Source: an optimization exercise on an open RTL-to-GDS flow (aim: small area, a short achievable clock period and few clock cycles per item). Production flows keep margins and buffers that such runs may drop.
In this exercise RTL edits were held to simulation tests only and were not proved equivalent to the original.

==> job 8329: inputs <==
==> flow/design.v (excerpt) <==
module cmix_mixer (
    input  wire        clk,
    input  wire        reset,
    input  wire [63:0] cmd,
    input  wire        cmd_valid,
    output wire        cmd_ready,
    output wire [31:0] rsp,
    output reg         rsp_valid
);
Settings: LEC_CHECK=0, CAP_MARGIN=20, CORE_MARGIN=2, CORE_UTILIZATION=40, PLACE_DENSITY=0.6, SETUP_SLACK_MARGIN=5, SLEW_MARGIN=20; clock period 17.0 ns.
run.sh (not shown) runs the stock make flow with config.mk's settings and CLKGATE_MAP_FILE= SYNTH_SCRIPT=/design/flow/synth_recipe.tcl, a recipe that flattens the netlist after the stock synthesis.
==> inputs of job 5700, as changes to job 8329 <==
--- a/flow/design.v
+++ b/flow/design.v
@@ -145,16 +145,17 @@
     reg         tr_active;
     reg   [4:0] tr_n;
     reg   [2:0] tr_ncxt;
     reg   [2:0] tr_j;
     reg   [2:0] maxocc;
     reg   [2:0] occ [0:5];
     reg   [2:0] occ_p [0:5];     
-    reg   [2:0] maxocc_p;
+    reg   [2:0] maxocc_p;        
     reg         set_last;        
+    reg         set_last2;       
     reg  signed [15:0] la_r [0:5];
     reg  signed [15:0] lb_r [0:5];
     reg         [31:0] lrow0 [0:5];   
     reg         [31:0] lrow1 [0:5];
     reg         [15:0] stepv_r [0:7];  
     reg         da_v, da_first, da_even, db_v, db_even;
     reg         ph1_mask, ph2_mask, da_mask, db_mask;
@@ -205,15 +206,15 @@
     wire rot_req   = want_add || want_pad || auto_rot;
     wire inplace   = rot_req && head_pend && !last_sub;
     wire rot       = rot_req && !inplace;
     wire add_go    = want_add && !inplace;
     wire pad_go    = want_pad && !inplace;
     wire p_go   = e_v && e_p && aligned && !tr_active && (nx[2:0] == 3'd0) &&
                   !ph1_dot && !ph2_dot && !da_v && !db_v && !dc_v && !p_busy;
-    wire upd_go = e_v && e_upd && aligned && !tr_active && !pf1 && !set_last;
+    wire upd_go = e_v && e_upd && aligned && !tr_active && !pf1 && !set_last && !set_last2;
     wire set_go = e_v && e_set && !tr_active;
     wire e_done = e_v && ((e_add && (nx[4] || add_go)) || p_go || upd_go || set_go ||
                           !(e_add || e_p || e_upd || e_set));
     wire e_free = !e_v || e_done;
     wire ynext = (e_v && e_sety) ? e_c[0] : y;
     reg  signed [15:0] err_n [0:5];
     wire signed [13:0] e2v  = $signed({1'b0, ynext, 12'd0}) - $signed({2'b00, base2});
@@ -317,16 +318,16 @@
     always @(*) begin
         maxocc_n = 3'd0;
         for (s = 0; s < 6; s = s + 1) begin
             occ_n[s] = 3'd0;
             for (k = 0; k < 6; k = k + 1)
                 if (k < s && cxt[k] == cxt[s])
                     occ_n[s] = occ_n[s] + 3'd1;
-            if (s < ncxt && occ_n[s] > maxocc_n)
-                maxocc_n = occ_n[s];
+            if (s < ncxt && occ_p[s] > maxocc_n)
+                maxocc_n = occ_p[s];
         end
     end
     wire [3:0] set_idx  = {1'b0, base4[2:0]} + {1'b0, e_c[2:0]};
     wire       set_ok   = (ncxt != 3'd6) && !base4[3] && !(|e_c[23:3]) && !set_idx[3];
     wire [4:0] base_sum = {1'b0, base4} + {1'b0, e_pp[3:0]};
     wire [3:0] base_new = ((|e_pp[15:3]) || base_sum[4] || base_sum[3]) ? 4'd8 : base_sum[3:0];
     wire [31:0] lr0_n [0:5];
@@ -469,14 +470,15 @@
             ph2_dot   <= 1'b0;
             tr_active <= 1'b0;
             tr_j      <= 3'd0;
             da_v      <= 1'b0;
             db_v      <= 1'b0;
             dc_v      <= 1'b0;
             set_last  <= 1'b0;
+            set_last2 <= 1'b0;
             part      <= 1'b0;
             pf1       <= 1'b0;
             pf2       <= 1'b0;
             pf3       <= 1'b0;
             pf4       <= 1'b0;
             pf5       <= 1'b0;
             pf6       <= 1'b0;
@@ -532,15 +534,16 @@
             else if (ph2_inpl)
                 vflag[0] <= 1'b0;
             da_v <= ph2_dot;
             db_v <= da_v;
             dc_v <= db_v;
             if (e_v && e_sety)
                 y <= e_c[0];
-            set_last <= set_go;
+            set_last  <= set_go;
+            set_last2 <= set_last;
             if (set_go && set_ok) begin
                 cxt[ncxt] <= set_idx[2:0];
                 ncxt      <= ncxt + 3'd1;
                 base4     <= base_new;
             end
             if (upd_go) begin
                 if (ncxt != 3'd0 && nx != 5'd0)
CAP_MARGIN = 50   (was 20)
SLEW_MARGIN = 70   (was 20)
==> inputs of job 8503, as changes to job 8329 <==
--- a/flow/design.v
+++ b/flow/design.v
@@ -113,30 +113,31 @@
     wire        e_p    = e_f[42];
     wire        e_upd  = e_f[41];
     wire        e_sq   = e_f[40];
     wire [15:0] e_pp   = e_f[39:24];
     wire [23:0] e_c    = e_f[23:0];
     reg rst_r;
     reg rsp_v_r;
-    assign cmd_ready = !s_v && !rst_r;
+    assign cmd_ready = !s_v && !rst_r && !initing;
     always @(*) rsp_valid = rsp_v_r && !rst_r;
     reg         y;
     reg  [11:0] res;
     reg   [4:0] nx;
     reg   [3:0] base4;           
     reg   [2:0] ncxt;
     reg   [2:0] cxt [0:5];
     reg  [11:0] pr  [0:5];
     reg         nx2f;            
     reg  [11:0] base2;
     reg  signed [15:0] wx2 [0:5];
     reg  signed [15:0] tx2 [0:5];
     reg [127:0] wcol [0:15];
     reg  [15:0] tcol [0:15];
-    reg  [15:0] vflag;           
+    reg         initing;         
+    reg   [3:0] icnt;
     reg         ph1_rot, ph1_inpl, ph1_dot, ph1_first, ph1_even;
     reg   [1:0] ph1_src;         
     reg         ph1_pend;        
     reg   [2:0] ph1_j;           
     reg  [15:0] ph1_t;
     reg         ph2_rot, ph2_inpl, ph2_dot, ph2_first, ph2_even;
     reg   [1:0] ph2_src;
@@ -145,40 +146,41 @@
     reg         tr_active;
     reg   [4:0] tr_n;
     reg   [2:0] tr_ncxt;
     reg   [2:0] tr_j;
     reg   [2:0] maxocc;
     reg   [2:0] occ [0:5];
     reg   [2:0] occ_p [0:5];     
-    reg   [2:0] maxocc_p;
+    reg   [2:0] maxocc_p;        
     reg         set_last;        
+    reg         set_last2;       
     reg  signed [15:0] la_r [0:5];
     reg  signed [15:0] lb_r [0:5];
     reg         [31:0] lrow0 [0:5];   
     reg         [31:0] lrow1 [0:5];
     reg         [15:0] stepv_r [0:7];  
     reg         da_v, da_first, da_even, db_v, db_even;
-    reg         ph1_mask, ph2_mask, da_mask, db_mask;
     reg         part;            
+    reg         p_part;
     reg         [35:0] dps [0:7];      
     reg         [35:0] dpc [0:7];
     reg          [7:0] dneg_r;
     reg  signed [35:0] racc  [0:7];
     reg          [7:0] wflag;
     reg         [17:0] dp8   [0:7];   
     reg                dc_v;
     reg         pf1, pf2, pf3, pf4, pf5, pf6, pf7, pf8;
-    reg         pf4b;            
-    reg         pf8b;            
+    reg         pf4b, pf3b, pf4c, pf4d;  
     reg  [23:0] q0, q1, q2;
     reg         p_tr;
     reg   [2:0] p_ncxt;
     reg  [29:0] psel_r [0:5];    
     reg  [15:0] ptx2_r [0:5];    
     reg  signed [25:0] z;
+    reg         [31:0] z15r;
     reg         [29:0] zbp, zop;
     reg   [7:0] tk_v, tk_p;
     reg         t1_sq;
     reg  [29:0] t1_q;
     reg  [11:0] tk_val [2:8];
     reg   [8:2] tk_sq;
     integer s, v, k;
@@ -205,15 +207,15 @@
     wire rot_req   = want_add || want_pad || auto_rot;
     wire inplace   = rot_req && head_pend && !last_sub;
     wire rot       = rot_req && !inplace;
     wire add_go    = want_add && !inplace;
     wire pad_go    = want_pad && !inplace;
     wire p_go   = e_v && e_p && aligned && !tr_active && (nx[2:0] == 3'd0) &&
                   !ph1_dot && !ph2_dot && !da_v && !db_v && !dc_v && !p_busy;
-    wire upd_go = e_v && e_upd && aligned && !tr_active && !pf1 && !set_last;
+    wire upd_go = e_v && e_upd && aligned && !tr_active && !pf1 && !set_last && !set_last2;
     wire set_go = e_v && e_set && !tr_active;
     wire e_done = e_v && ((e_add && (nx[4] || add_go)) || p_go || upd_go || set_go ||
                           !(e_add || e_p || e_upd || e_set));
     wire e_free = !e_v || e_done;
     wire ynext = (e_v && e_sety) ? e_c[0] : y;
     reg  signed [15:0] err_n [0:5];
     wire signed [13:0] e2v  = $signed({1'b0, ynext, 12'd0}) - $signed({2'b00, base2});
@@ -241,27 +243,27 @@
                             : wx2[s];
     end
     reg  [15:0] win   [0:7];
     reg [127:0] wtr;
     reg  [16:0] wsum;
     always @(*) begin
         for (v = 0; v < 8; v = v + 1) begin
-            win[v] = vflag[0] ? 16'd512 : wcol[0][16*v +: 16];
+            win[v] = wcol[0][16*v +: 16];
             wsum   = ks40({{24{win[v][15]}}, win[v]}, {{24{stepv_r[v][15]}}, stepv_r[v]});
             wtr[16*v +: 16] = sat16_17(wsum);
         end
     end
     wire signed [15:0] t15 = tcol[15];
     reg  signed [35:0] dbase [0:7];
     reg  signed [35:0] dnext [0:7];
     reg         [79:0] acs1, acs2;
     reg         [39:0] dsum;
     always @(*) begin
         for (v = 0; v < 8; v = v + 1) begin
-            dbase[v] = {racc[v][35:8], db_mask ? 8'd0 : racc[v][7:0]};
+            dbase[v] = racc[v];
             acs1 = csa40({4'd0, dbase[v]}, {4'd0, dps[v]}, {4'd0, dpc[v]});
             acs2 = csa40(acs1[39:0], acs1[79:40],
                          (!db_even && wflag[v] && dneg_r[v]) ? 40'h0F00000000 : 40'd0);
             dsum     = ks40(acs2[39:0], acs2[79:40]);
             dnext[v] = dsum[35:0];
         end
     end
@@ -277,16 +279,18 @@
             dpv = dp9x[31:9];
             dp8_n[v][17]   = !dpv[22] && ((|dpv[21:11]) || (&dpv[10:0]));
             dp8_n[v][16]   = dpv[22] && (!(&dpv[21:11]) || (dpv[10:1] == 10'd0));
             dp8_n[v][15:0] = (!dpv[22] && (|dpv[21:15])) ? 16'h7fff :
                              (dpv[22] && !(&dpv[21:15])) ? 16'h8000 : dpv[15:0];
         end
     end
-    wire [11:0] u0 = sq_post(pf8 ? zbp : psel_r[0]);
-    wire [11:0] u1 = sq_post(pf8b ? zop : psel_r[1]);
+    wire [11:0] u0 = sq_post(psel_r[0]);
+    wire [11:0] u1 = sq_post(psel_r[1]);
+    wire [11:0] uzb = sq_post(zbp);
+    wire [11:0] uzo = sq_post(zop);
     wire [11:0] u2 = sq_post(psel_r[2]);
     wire [11:0] u3 = sq_post(psel_r[3]);
     wire [11:0] u4 = sq_post(psel_r[4]);
     wire [11:0] u5 = sq_post(psel_r[5]);
     wire [11:0] usq = sq_post(t1_q);
     function [31:0] add4(input [31:0] a, input [31:0] b, input [31:0] c, input [31:0] d);
         reg [79:0] t1, t2;
@@ -299,16 +303,28 @@
         end
     endfunction
     wire [31:0] q0_n = add4(dps[0][31:0], dpc[0][31:0], dps[1][31:0], dpc[1][31:0]);
     wire [31:0] q1_n = add4(dps[2][31:0], dpc[2][31:0], dps[3][31:0], dpc[3][31:0]);
     wire [31:0] q2_n = add4(dps[4][31:0], dpc[4][31:0], dps[5][31:0], dpc[5][31:0]);
     wire [31:0] zsum32 = add4({{8{q0[23]}}, q0}, {{8{q1[23]}}, q1}, {{8{q2[23]}}, q2}, 32'd0);
     wire signed [25:0] zsum = zsum32[25:0];
-    wire [31:0] z15  = add4({{2{z[25]}}, z, 4'd0}, ~{{6{z[25]}}, z}, 32'd1, 32'd0);
-    wire [18:0] zb   = z15[31:13];
+    function [31:0] z15f(input [23:0] a, input [23:0] b, input [23:0] c);
+        reg [79:0] t1, t2, t3, t4, t5;
+        reg [39:0] m;
+        begin
+            t1 = csa40({{12{a[23]}}, a, 4'd0}, {{12{b[23]}}, b, 4'd0}, {{12{c[23]}}, c, 4'd0});
+            t2 = csa40(~{{16{a[23]}}, a}, ~{{16{b[23]}}, b}, ~{{16{c[23]}}, c});
+            t3 = csa40(t1[39:0], t1[79:40], t2[39:0]);
+            t4 = csa40(t3[39:0], t3[79:40], t2[79:40]);
+            t5 = csa40(t4[39:0], t4[79:40], 40'd3);
+            m  = ks40(t5[39:0], t5[79:40]);
+            z15f = m[31:0];
+        end
+    endfunction
+    wire [18:0] zb   = z15r[31:13];
     wire [16:0] zo   = z[25:9];
     wire [17:0] zbq_n = {!zb[18] && ((|zb[17:11]) || (&zb[10:0])),
                          zb[18] && (!(&zb[17:11]) || (zb[10:1] == 10'd0)), zb[15:0]};
     wire [17:0] zoq_n = {!zo[16] && ((|zo[15:11]) || (&zo[10:0])),
                          zo[16] && (!(&zo[15:11]) || (zo[10:1] == 10'd0)), zo[15:0]};
     wire [17:0] e_q = {!e_c[23] && ((|e_c[22:11]) || (&e_c[10:0])),
                        e_c[23] && (!(&e_c[22:11]) || (e_c[10:1] == 10'd0)), e_c[15:0]};
@@ -317,16 +333,16 @@
     always @(*) begin
         maxocc_n = 3'd0;
         for (s = 0; s < 6; s = s + 1) begin
             occ_n[s] = 3'd0;
             for (k = 0; k < 6; k = k + 1)
                 if (k < s && cxt[k] == cxt[s])
                     occ_n[s] = occ_n[s] + 3'd1;
-            if (s < ncxt && occ_n[s] > maxocc_n)
-                maxocc_n = occ_n[s];
+            if (s < ncxt && occ_p[s] > maxocc_n)
+                maxocc_n = occ_p[s];
         end
     end
     wire [3:0] set_idx  = {1'b0, base4[2:0]} + {1'b0, e_c[2:0]};
     wire       set_ok   = (ncxt != 3'd6) && !base4[3] && !(|e_c[23:3]) && !set_idx[3];
     wire [4:0] base_sum = {1'b0, base4} + {1'b0, e_pp[3:0]};
     wire [3:0] base_new = ((|e_pp[15:3]) || base_sum[4] || base_sum[3]) ? 4'd8 : base_sum[3:0];
     wire [31:0] lr0_n [0:5];
@@ -338,16 +354,16 @@
     genvar g;
     generate
         for (g = 0; g < 6; g = g + 1) begin : g_lane
             mul16_rcs u_mul (.a(la_r[g]), .b(lb_r[g]), .r0(lr0_n[g]), .r1(lr1_n[g]));
         end
         for (g = 0; g < 8; g = g + 1) begin : g_dot
             if (g < 6) begin : g_l2
-                assign dma[g] = pf4 ? tx2[g] : tcol[15];
-                assign dmb[g] = pf4b ? wx2[g] : wcol[15][16*g +: 16];
+                assign dma[g] = (g < 3 ? pf4  : pf4c) ? tx2[g] : tcol[15];
+                assign dmb[g] = (g < 3 ? pf4b : pf4d) ? wx2[g] : wcol[15][16*g +: 16];
             end else begin : g_l1
                 assign dma[g] = tcol[15];
                 assign dmb[g] = wcol[15][16*g +: 16];
             end
             mul16_cs36 u_mul (.a(dma[g]), .b(dmb[g]), .r0(dps_n[g]), .r1(dpc_n[g]));
         end
     endgenerate
@@ -364,20 +380,20 @@
         ph1_t     <= e_pp;
         ph1_first <= (nx == 5'd0);
         ph1_even  <= !nx[0];
         ph2_src   <= ph1_src;
         ph2_t     <= ph1_t;
         ph2_first <= ph1_first;
         ph2_even  <= ph1_even;
-        if (ph2_rot) begin
+        if (ph2_rot || initing) begin
             for (k = 0; k < 15; k = k + 1) begin
                 wcol[k] <= wcol[k+1];
                 tcol[k] <= tcol[k+1];
             end
-            wcol[15] <= wtr;
+            wcol[15] <= initing ? {8{16'd512}} : wtr;
             tcol[15] <= (ph2_src == 2'd1) ? ph2_t : (ph2_src == 2'd2) ? 16'd0 : tcol[0];
         end else if (ph2_inpl) begin
             wcol[0] <= wtr;
         end
         for (s = 0; s < 6; s = s + 1) begin
             lrow0[s] <= lr0_n[s];
             lrow1[s] <= lr1_n[s];
@@ -390,47 +406,48 @@
             else if (!tr_active)
                 lb_r[s] <= err_n[s];
         end
         for (v = 0; v < 8; v = v + 1)
             stepv_r[v] <= stepv_n[v];
         da_first <= ph2_first;
         da_even  <= ph2_even;
-        ph1_mask <= !nx[0] && part && (nx != 5'd0);
-        ph2_mask <= ph1_mask;
-        da_mask  <= ph2_mask;
-        db_mask  <= da_mask;
         db_even  <= da_even;
         for (v = 0; v < 8; v = v + 1) begin
             dps[v]    <= dps_n[v];
             dpc[v]    <= dpc_n[v];
             dneg_r[v] <= (t15 == 16'sh8000) && (wcol[15][16*v +: 16] == 16'h8000);
             dp8[v]    <= dp8_n[v];
         end
         if (db_v) begin
             for (v = 0; v < 8; v = v + 1)
                 racc[v] <= db_even ? dnext[v] : {dnext[v][35:8], 8'd0};
             wflag <= dneg_r;
         end else if (da_v && da_first) begin
             for (v = 0; v < 8; v = v + 1)
                 racc[v] <= 36'sd0;
+        end else if (pf1 && p_part) begin
+            for (v = 0; v < 8; v = v + 1)
+                racc[v] <= {racc[v][35:8], 8'd0};
         end
         if (p_go) begin
             p_tr   <= nx2f;
             p_ncxt <= ncxt;
             for (s = 0; s < 6; s = s + 1) begin
                 psel_r[s] <= sq_pre((nx == 5'd0) ? 18'd0 : dp8[cxt[s]]);
                 ptx2_r[s] <= (nx == 5'd0 || s >= ncxt) ? 16'd0 : dp8[cxt[s]][15:0];
             end
         end
         pf4b <= pf3;
-        pf8b <= pf7;
+        pf3b <= pf2;
+        pf4d <= pf3b;
         q0 <= q0_n[31:8];
         q1 <= q1_n[31:8];
         q2 <= q2_n[31:8];
         z  <= zsum;
+        z15r <= z15f(q0, q1, q2);
         zbp <= sq_pre(zbq_n);
         zop <= sq_pre(zoq_n);
         for (s = 0; s < 6; s = s + 1)
             occ_p[s] <= occ_n[s];
         maxocc_p <= maxocc_n;
         if (upd_go) begin
             for (s = 0; s < 6; s = s + 1)
@@ -455,37 +472,40 @@
             y         <= 1'b0;
             res       <= 12'd0;
             nx        <= 5'd0;
             base4     <= 4'd0;
             ncxt      <= 3'd0;
             nx2f      <= 1'b0;
             base2     <= 12'd0;
-            vflag     <= 16'hffff;
+            initing   <= 1'b1;
+            icnt      <= 4'd0;
             head      <= 4'd0;
             ph1_rot   <= 1'b0;
             ph1_inpl  <= 1'b0;
             ph1_dot   <= 1'b0;
             ph2_rot   <= 1'b0;
             ph2_inpl  <= 1'b0;
             ph2_dot   <= 1'b0;
             tr_active <= 1'b0;
             tr_j      <= 3'd0;
             da_v      <= 1'b0;
             db_v      <= 1'b0;
             dc_v      <= 1'b0;
             set_last  <= 1'b0;
+            set_last2 <= 1'b0;
             part      <= 1'b0;
             pf1       <= 1'b0;
             pf2       <= 1'b0;
             pf3       <= 1'b0;
             pf4       <= 1'b0;
             pf5       <= 1'b0;
             pf6       <= 1'b0;
             pf7       <= 1'b0;
             pf8       <= 1'b0;
+            pf4c      <= 1'b0;
             tk_v      <= 8'd0;
             rsp_v_r <= 1'b0;
             for (s = 0; s < 6; s = s + 1) begin
                 wx2[s] <= 16'sh7fff;
                 pr[s]  <= 12'd0;
                 cxt[s] <= 3'd0;
             end
@@ -501,15 +521,15 @@
             end else if (e_done) begin
                 e_v <= 1'b0;
             end
             tk_v      <= {tk_v[6:0], e_done};
             rsp_v_r <= tk_v[7];
             if (tk_v[7]) begin
                 if (tk_p[7])
-                    res <= u1;
+                    res <= uzo;
                 else if (tk_sq[8])
                     res <= tk_val[8];
             end
             ph1_rot  <= rot;
             ph1_inpl <= inplace;
             ph1_dot  <= add_go;
             ph2_rot  <= ph1_rot;
@@ -523,24 +543,26 @@
             end else if (inplace) begin
                 tr_j <= tr_j + 3'd1;
             end
             if (add_go || pad_go)
                 nx <= nx + 5'd1;
             if (add_go)
                 part <= !nx[0];
-            if (ph2_rot)
-                vflag <= {1'b0, vflag[15:1]};
-            else if (ph2_inpl)
-                vflag[0] <= 1'b0;
+            if (initing) begin
+                icnt <= icnt + 4'd1;
+                if (icnt == 4'd15)
+                    initing <= 1'b0;
+            end
             da_v <= ph2_dot;
             db_v <= da_v;
             dc_v <= db_v;
             if (e_v && e_sety)
                 y <= e_c[0];
-            set_last <= set_go;
+            set_last  <= set_go;
+            set_last2 <= set_last;
             if (set_go && set_ok) begin
                 cxt[ncxt] <= set_idx[2:0];
                 ncxt      <= ncxt + 3'd1;
                 base4     <= base_new;
             end
             if (upd_go) begin
                 if (ncxt != 3'd0 && nx != 5'd0)
@@ -553,31 +575,35 @@
             pf2 <= pf1;
             pf3 <= pf2;
             pf4 <= pf3;
             pf5 <= pf4;
             pf6 <= pf5;
             pf7 <= pf6;
             pf8 <= pf7;
-            if (p_go)
-                nx2f <= 1'b1;
+            pf4c <= pf3b;
+            if (p_go) begin
+                nx2f   <= 1'b1;
+                part   <= 1'b0;
+                p_part <= part;
+            end
             if (pf1) begin
                 for (s = 0; s < 6; s = s + 1)
                     tx2[s] <= ptx2_r[s];
                 if (p_ncxt > 3'd0) pr[0] <= u0;
                 if (p_ncxt > 3'd1) pr[1] <= u1;
                 if (p_ncxt > 3'd2) pr[2] <= u2;
                 if (p_ncxt > 3'd3) pr[3] <= u3;
                 if (p_ncxt > 3'd4) pr[4] <= u4;
                 if (p_ncxt > 3'd5) pr[5] <= u5;
             end
             if (pf3)
                 for (s = 0; s < 6; s = s + 1)
                     wx2[s] <= wx2_n[s];
             if (pf8)
-                base2 <= u0;
+                base2 <= uzb;
         end
     end
     assign rsp = {20'd0, res};
 endmodule
 module mul16_cs36 (input wire [15:0] a, input wire [15:0] b, output wire [35:0] r0, output wire [35:0] r1);
     wire n_n1;
     wire n_n2;
CAP_MARGIN = 50   (was 20)
SLEW_MARGIN = 70   (was 20)
==> summary of the runs <==
The lowest cell area belongs to job 8329, the highest to job 8503. First-iteration DRC count: job 5700 > job 8329 > job 8503.
Testbench counts of job 8329, summed over its fixed seeds: cycles 62,488, bits 2,400.
Testbench counts of job 5700, summed over its fixed seeds: cycles 62,488, bits 2,400.
Testbench counts of job 8503, summed over its fixed seeds: cycles 62,616, bits 2,400.

-- port drivers added, routing unchanged --
The results above use ideal ports. As a check the final layouts listed here were re-extracted and re-timed, cells and wires unchanged. Step 1: set_driving_cell puts a clkbuf_16 on clk and a buf_2 on each other input, an assumption about the parent block. Step 2 also shifts input and output timing later by t, the mid clock arrival at the registers, as if the neighbouring blocks saw the same clock. a / b / c = ideal / step 1 / step 2; a / b = the first two.
| run | t, ns | slack for setup (ns) | worst slew at a driven data input, ns | pins driven straight from the clock port |
|---|---|---|---|---|
| job 8329 | 1.260 | 9.745 / 9.745 / 9.745 | 0.14 | 1 |
| job 5700 | 1.256 | 10.467 / 10.467 / 10.467 | 0.21 | 1 |
| job 8503 | 1.280 | 10.627 / 10.469 / 10.938 | 0.11 | 1 |
After both steps setup and hold are still met in every run listed.
